This is an optimization exercise on Yosys and OpenROAD, whose aim is small area, a short achievable clock period and few clock cycles, not a production implementation. RTL that was checked went through simulation tests only; none was proved equivalent to the original. Power and IR drop assume default switching activity.

the baseline:
==> flow/design.v (excerpt) <==
module jkbus_io (
    input  wire         clk,
    input  wire         rst,           
    input  wire         cmd_valid,
    output wire         cmd_ready,
    input  wire [31:0]  cmd,
    input  wire [7:0]   ext_rdata,     
    output reg          rsp_valid,     
    output wire [7:0]   rsp_data,
    output reg          ext_valid,     
    output wire         ext_we,
    output wire [1:0]   ext_dev,
    output wire [15:0]  ext_port,
    output wire [7:0]   ext_data,
    output reg          xtick_valid,   
    output wire [27:0]  xtick_count,
    output reg          reset_ev,      
    output wire [3:0]   pb_valid,      
    output wire [31:0]  pb_data,
    output wire [127:0] pb_time,
    output wire         stb_valid,     
    output wire [31:0]  stb_time
);
    localparam [7:0] PORT_IDLE = 8'hFF;
    reg  [31:0] c;
    reg  [7:0]  cx;        
    reg         cv;        
    reg         st;        
    reg  [7:0]  cr0;
    reg         cr1_7, cr2_0, cr2_2;
    reg  [3:0]  cr3_52;    
    reg  [7:0]  inlatch;
    reg  [17:0] keylatch;
    reg  [31:0] tnow;
    wire [15:0] addr = c[23:8];
    wire [7:0]  dat  = c[7:0];
    wire [1:0]  k_len = c[25:24];
    wire [7:0]  k_w0  = c[15:8];
    wire [7:0]  k_w1  = c[7:0];
    wire is_ioread   = c[31:24] == 8'h20 && c[7:0] == 8'h00;
    wire is_iowrite  = c[31:24] == 8'h30;
    wire is_setkey   = c[31:26] == 6'b100000 && c[23:16] == 8'h00 && k_len != 2'd3
                       && !(k_len == 2'd0 && (k_w0 != 8'd0 || k_w1 != 8'd0))
                       && !(k_len == 2'd1 && k_w1 != 8'd0);
    wire is_setinput = c[31:8] == 24'h900000;
    wire is_reset    = c == 32'hF0000000;
    wire m0 = addr[7:0] == 8'h04;
    wire m1 = addr[7:3] == 5'b11100;
    wire m2 = !addr[2];
    wire m3 = addr == 16'h0085;
    wire m4 = addr[7:1] == 7'b0100011;
    wire m6 = addr[15:8] == 8'h12 && addr[3:0] == 4'hD;
    wire m7 = addr[3:0] == 4'h5;
    wire w0 = m0;
    wire w1 = m1;
    wire w2 = !m1 && m2;
    wire w3 = m3;
    wire w4 = m4;
    wire w6 = m6;
    wire r6 = m6;
    wire r7 = !m1 && m7;
    wire rx = m1 || m2 || m4;       
    wire wx = rx;
  ...
Size: ~2000 cells after synthesis, ~310 I/O pins.
Settings: LEC_CHECK=0, CAP_MARGIN=20, CORE_MARGIN=2, CORE_UTILIZATION=35, PLACE_DENSITY=0.6, SETUP_SLACK_MARGIN=3.5, SLEW_MARGIN=20; clock period 8.0 ns.
run.sh (not shown) runs the stock make flow with config.mk's settings and CLKGATE_MAP_FILE= SYNTH_SCRIPT=/design/flow/synth_recipe.tcl, a recipe that flattens the netlist after the stock synthesis.
diff inputs: the baseline => the candidate
--- a/flow/design.v
+++ b/flow/design.v
@@ -171,25 +171,25 @@
             end
         end
     end
 endmodule
 module jkbus_io (
     input  wire         clk,
     input  wire         rst,           
     input  wire         cmd_valid,
     output wire         cmd_ready,
     input  wire [31:0]  cmd,
     input  wire [7:0]   ext_rdata,     
     output reg          rsp_valid,     
-    output wire [7:0]   rsp_data,
+    output reg  [7:0]   rsp_data,
     output reg          ext_valid,     
     output wire         ext_we,
     output wire [1:0]   ext_dev,
     output wire [15:0]  ext_port,
     output wire [7:0]   ext_data,
     output reg          xtick_valid,   
     output wire [27:0]  xtick_count,
     output reg          reset_ev,      
     output wire [3:0]   pb_valid,      
     output wire [31:0]  pb_data,
     output wire [127:0] pb_time,
     output wire         stb_valid,     
@@ -269,64 +269,65 @@
     endfunction
     function eq_f;
         input [SW-1:0] a, b;
         integer k;
         reg r;
         begin
             r = 1'b1;
             for (k = 0; k < SW; k = k + 1)
                 r = r && !(a[k] && !b[k]) && !(!a[k] && b[k]);
             eq_f = r;
         end
     endfunction
-    reg  [4:0]    hit, ev, eqr, hz;
-    reg  [SW-1:0] nmin;
+    reg  [4:0]    nlo, hit, ev, eqr, hz;
+    reg  [SW-1:0] s;
     reg  [9:0]    h;
     integer i, j;
     always @* begin
         for (i = 0; i < 5; i = i + 1) begin
-            hit[i] = act[i] && nn[i][8:SW] == 0 && (rb || !lt_f(rlo, nn[i][SW-1:0]));
-            eqr[i] = nn[i][8:SW] == 0 && eq_f(rlo, nn[i][SW-1:0]);
+            nlo[i] = nn[i][8:SW] == 0;
+            hit[i] = act[i] && nlo[i] && (rb || !lt_f(rlo, nn[i][SW-1:0]));
+            eqr[i] = nlo[i] && eq_f(rlo, nn[i][SW-1:0]);
             h      = {1'b0, nn[i]} + {1'b0, gg[i]};
             hz[i]  = ginf[i] || h[9:SW] != 0 || lt_f(rlo, h[SW-1:0]);
         end
         for (i = 0; i < 5; i = i + 1) begin
             ev[i] = hit[i];
             for (j = 0; j < 5; j = j + 1)
-                if (j != i && hit[j] && lt_f(nn[j][SW-1:0], nn[i][SW-1:0])) ev[i] = 1'b0;
+                if (j != i && act[j] && nlo[j] && lt_f(nn[j][SW-1:0], nn[i][SW-1:0])) ev[i] = 1'b0;
         end
-        nmin = 0;
+        s = hit == 5'd0 ? (rb ? SMAX : rlo) : {SW{1'b0}};
         for (i = 0; i < 5; i = i + 1)
-            if (ev[i]) nmin = nmin | nn[i][SW-1:0];
+            if (ev[i]) s = s | nn[i][SW-1:0];
     end
     wire          any_hit = hit != 5'd0;
-    wire [SW-1:0] s       = any_hit ? nmin : rb ? SMAX : rlo;
     wire [4:0]    evs     = st ? ev : 5'd0;
     wire [SW:0]    lo_d   = {1'b0, rlo} - {1'b0, s};
     wire           bor    = lo_d[SW];
     wire [27-SW:0] rhi_m1 = rhi - 1'b1;
     wire [27:0]    rem_n  = {bor ? rhi_m1 : rhi, lo_d[SW-1:0]};
     wire           rhi_ge2 = rhi[27-SW:1] != 0;
     wire           rhi_eq1 = rhi == 1;
     wire           rb_n   = rhi_ge2 || (rhi_eq1 && !bor);
     wire           fin    = !rb && (!any_hit || (ev & eqr) != 5'd0);
     wire [SW:0]    t_lo   = {1'b0, tnow[SW-1:0]} + {1'b0, s};
     wire [31-SW:0] thi    = tnow[31:SW];
     wire [31-SW:0] thi_p1 = thi + 1'b1;
     wire [31:0]    tnow_n = {t_lo[SW] ? thi_p1 : thi, t_lo[SW-1:0]};
     wire free_next = !rb && (hit & ~ev) == 5'd0 && (ev & ~hz) == 5'd0;
     assign cmd_ready = rdy;
     wire accept = cmd_valid && rdy;
     always @(posedge clk) begin
         rsp_valid   <= 1'b0;
+        rsp_data    <= rx ? cx : m0 ? cr0 : r6 ? {2'b00, cr3_52, 2'b00} : r7 ? inlatch : PORT_IDLE;
         ext_valid   <= 1'b0;
         xtick_valid <= 1'b0;
         reset_ev    <= 1'b0;
         if (accept) begin
             c  <= cmd;
             cx <= ext_rdata;
             rb <= cmd[27:SW] != 0;
         end else if (st && !fin) begin
             c[27:0] <= rem_n;
             rb      <= rb_n;
         end
         if (rst) begin
@@ -378,25 +379,24 @@
                 cr2_0    <= 1'b1;
                 cr2_2    <= 1'b1;
                 cr3_52   <= 4'd0;
                 reset_ev <= 1'b1;
             end
         end
     end
     assign xtick_count = c[27:0];
     assign ext_we      = c[28];
     assign ext_port    = addr;
     assign ext_data    = c[28] ? dat : cx;
     assign ext_dev     = m1 ? 2'd1 : m2 ? 2'd0 : 2'd2;
-    assign rsp_data    = rx ? cx : m0 ? cr0 : r6 ? {2'b00, cr3_52, 2'b00} : r7 ? inlatch : PORT_IDLE;
     assign pb_time     = {tnow, tnow, tnow, tnow};
     assign stb_time    = tnow;
     jk_uart #(.P(248), .BUSY(0), .SW(SW)) u_uart0 (
         .clk(clk), .clr(clr), .wr(wr0), .fall(cr0[1] && !dat[1]), .level(cr0[1]),
         .stp(st), .ev(evs[0]), .s(s), .act(act[0]), .n_out(n0), .gn(g0), .ginf(ginf[0]),
         .pb_valid(pb_valid[0]), .pb_data(pb_data[7:0]));
     jk_uart #(.P(337), .BUSY(2), .SW(SW)) u_uart1 (
         .clk(clk), .clr(clr), .wr(wr1), .fall(cr1_7 && !dat[7]), .level(cr1_7),
         .stp(st), .ev(evs[1]), .s(s), .act(act[1]), .n_out(n1), .gn(g1), .ginf(ginf[1]),
         .pb_valid(pb_valid[1]), .pb_data(pb_data[15:8]));
     jk_uart #(.P(29), .BUSY(1), .SW(SW)) u_uart2 (
         .clk(clk), .clr(clr), .wr(wr2), .fall(cr2_0 && !dat[0]), .level(cr2_0),
Results
Going from the baseline to the candidate, routed wire length shrank slightly.
The baseline → the candidate: leakage power of the design fell 0.48 nW; switching component of the power rose 37%; number of DRC markers in iteration 0 rose 67.
In the tables for the candidate and the baseline, sequential share of layout area reads higher with the candidate.
Testbench counts of the candidate, summed over its fixed seeds: cycles 317,289.
The RTL of the baseline was laid out without a check of its function.

---

Setup of before:
jkbus_io, a different RTL version from the one above (not shown whole).
Size: about 18,000 um^2 of cells after synthesis.
export LEC_CHECK = 0
export CAP_MARGIN = 20
export CORE_MARGIN = 2
export CORE_UTILIZATION = 35
export CTS_BUF_LIST = sky130_fd_sc_hd__clkbuf_8
export PLACE_DENSITY = 0.6
export SETUP_SLACK_MARGIN = 3.7
export SLEW_MARGIN = 20
export TNS_END_PERCENT = 3
create_clock -name core_clock -period 8.0 [get_ports {clk}]
standard.sh (not shown) runs the stock make flow with config.mk's settings and CLKGATE_MAP_FILE= SYNTH_SCRIPT=/design/flow/synth_recipe.tcl, a recipe that flattens the netlist after the stock synthesis.
==> flow/flow/run.sh <==
#!/bin/bash
# The standard layout (standard.sh runs ORFS from the standard synthesis to the
# final layout), with the smallest buffer, sky130_fd_sc_hd__buf_1, on each port.
export BUFFER_PORTS_ARGS="-buffer_cell sky130_fd_sc_hd__buf_1"
bash standard.sh > standard.log 2>&1
Testbench counts of before, summed over its fixed seeds: cycles 317,289.
Modified inputs, after compared to before
--- a/flow/design.v
+++ b/flow/design.v
@@ -271,33 +271,31 @@
         input [SW-1:0] a, b;
         integer k;
         reg r;
         begin
             r = 1'b1;
             for (k = 0; k < SW; k = k + 1)
                 r = r && !(a[k] && !b[k]) && !(!a[k] && b[k]);
             eq_f = r;
         end
     endfunction
     reg  [4:0]    nlo, hit, ev, eqr, hz;
     reg  [SW-1:0] s;
-    reg  [9:0]    h;
     integer i, j;
     always @* begin
         for (i = 0; i < 5; i = i + 1) begin
             nlo[i] = nn[i][8:SW] == 0;
             hit[i] = act[i] && nlo[i] && (rb || !lt_f(rlo, nn[i][SW-1:0]));
             eqr[i] = nlo[i] && eq_f(rlo, nn[i][SW-1:0]);
-            h      = {1'b0, nn[i]} + {1'b0, gg[i]};
-            hz[i]  = ginf[i] || h[9:SW] != 0 || lt_f(rlo, h[SW-1:0]);
+            hz[i]  = ginf[i] || gg[i][8:SW] != 0 || lt_f(rlo, gg[i][SW-1:0]);
         end
         for (i = 0; i < 5; i = i + 1) begin
             ev[i] = hit[i];
             for (j = 0; j < 5; j = j + 1)
                 if (j != i && act[j] && nlo[j] && lt_f(nn[j][SW-1:0], nn[i][SW-1:0])) ev[i] = 1'b0;
         end
         s = hit == 5'd0 ? (rb ? SMAX : rlo) : {SW{1'b0}};
         for (i = 0; i < 5; i = i + 1)
             if (ev[i]) s = s | nn[i][SW-1:0];
     end
     wire          any_hit = hit != 5'd0;
     wire [4:0]    evs     = st ? ev : 5'd0;
Notes after the runs:
- When after is set beside before, its internal cell power turns out to be 4.2% larger.
- Compared with before, post-detailed-route wirelength per cell in after increased by a few percent.
- after against before: routed length on met1 picked up an extra about 1.9%; routing usage on met3 picked up an extra 1.5 points; relative contribution of the clock network to total power picked up an extra 2.8 points; relative max-transition margin picked up an extra 0.92 points; minimum clock period picked up an extra 32 ps.
- The placeable core region reported for after is smaller than that of before by about 4%.
- Compared with before, after shows a lower share of cell area taken by multi-input logic gates.
- after: final weighted congestion of routability-driven global placement is 0.031 lower than what before reported.
- Number of antenna violations at the first check in global routing in after is 1 below before.
- Going from before to after, number of global-route vias before repair fell by 882, number of cells on the critical path shows a reduction of 1.
For after, only the layout was checked, not whether the RTL still works.

## re-timing with driven ports
In the flow no input, the clock included, has a driving cell. The finished layouts below were timed again as built, in two steps. Step 1 assumes that a clkbuf_16 drives the clock port and a buf_2 every other input. Step 2, shift: input delay + t, output delay - t, t = (earliest + latest rising clock arrival at the registers) / 2. This alone moves slack from input paths to output paths. Three values: ideal ports, drivers, drivers and shift; two values: the first two.
run	t, ns	setup WS [ns]	worst setup path after step 2	clock arrival spread, ns	slew at the worst register clock pin (ns)
the baseline	0.668	3.377 / 3.377 / 3.377	register to register	0.021 / 0.020	0.07 / 0.07
the candidate	0.593	3.542 / 3.542 / 3.220	input to register	0.031 / 0.032	0.06 / 0.06
before	0.673	3.598 / 3.550 / 3.484	input to register	0.056 / 0.056	0.07 / 0.07
after	0.685	3.566 / 3.566 / 3.347	input to register	0.067 / 0.067	0.07 / 0.07
After both steps every run listed still meets setup and hold. For the candidate, which loses most, drivers alone change the setup slack by 0.000 ns; drivers and shift together by -0.322 ns.
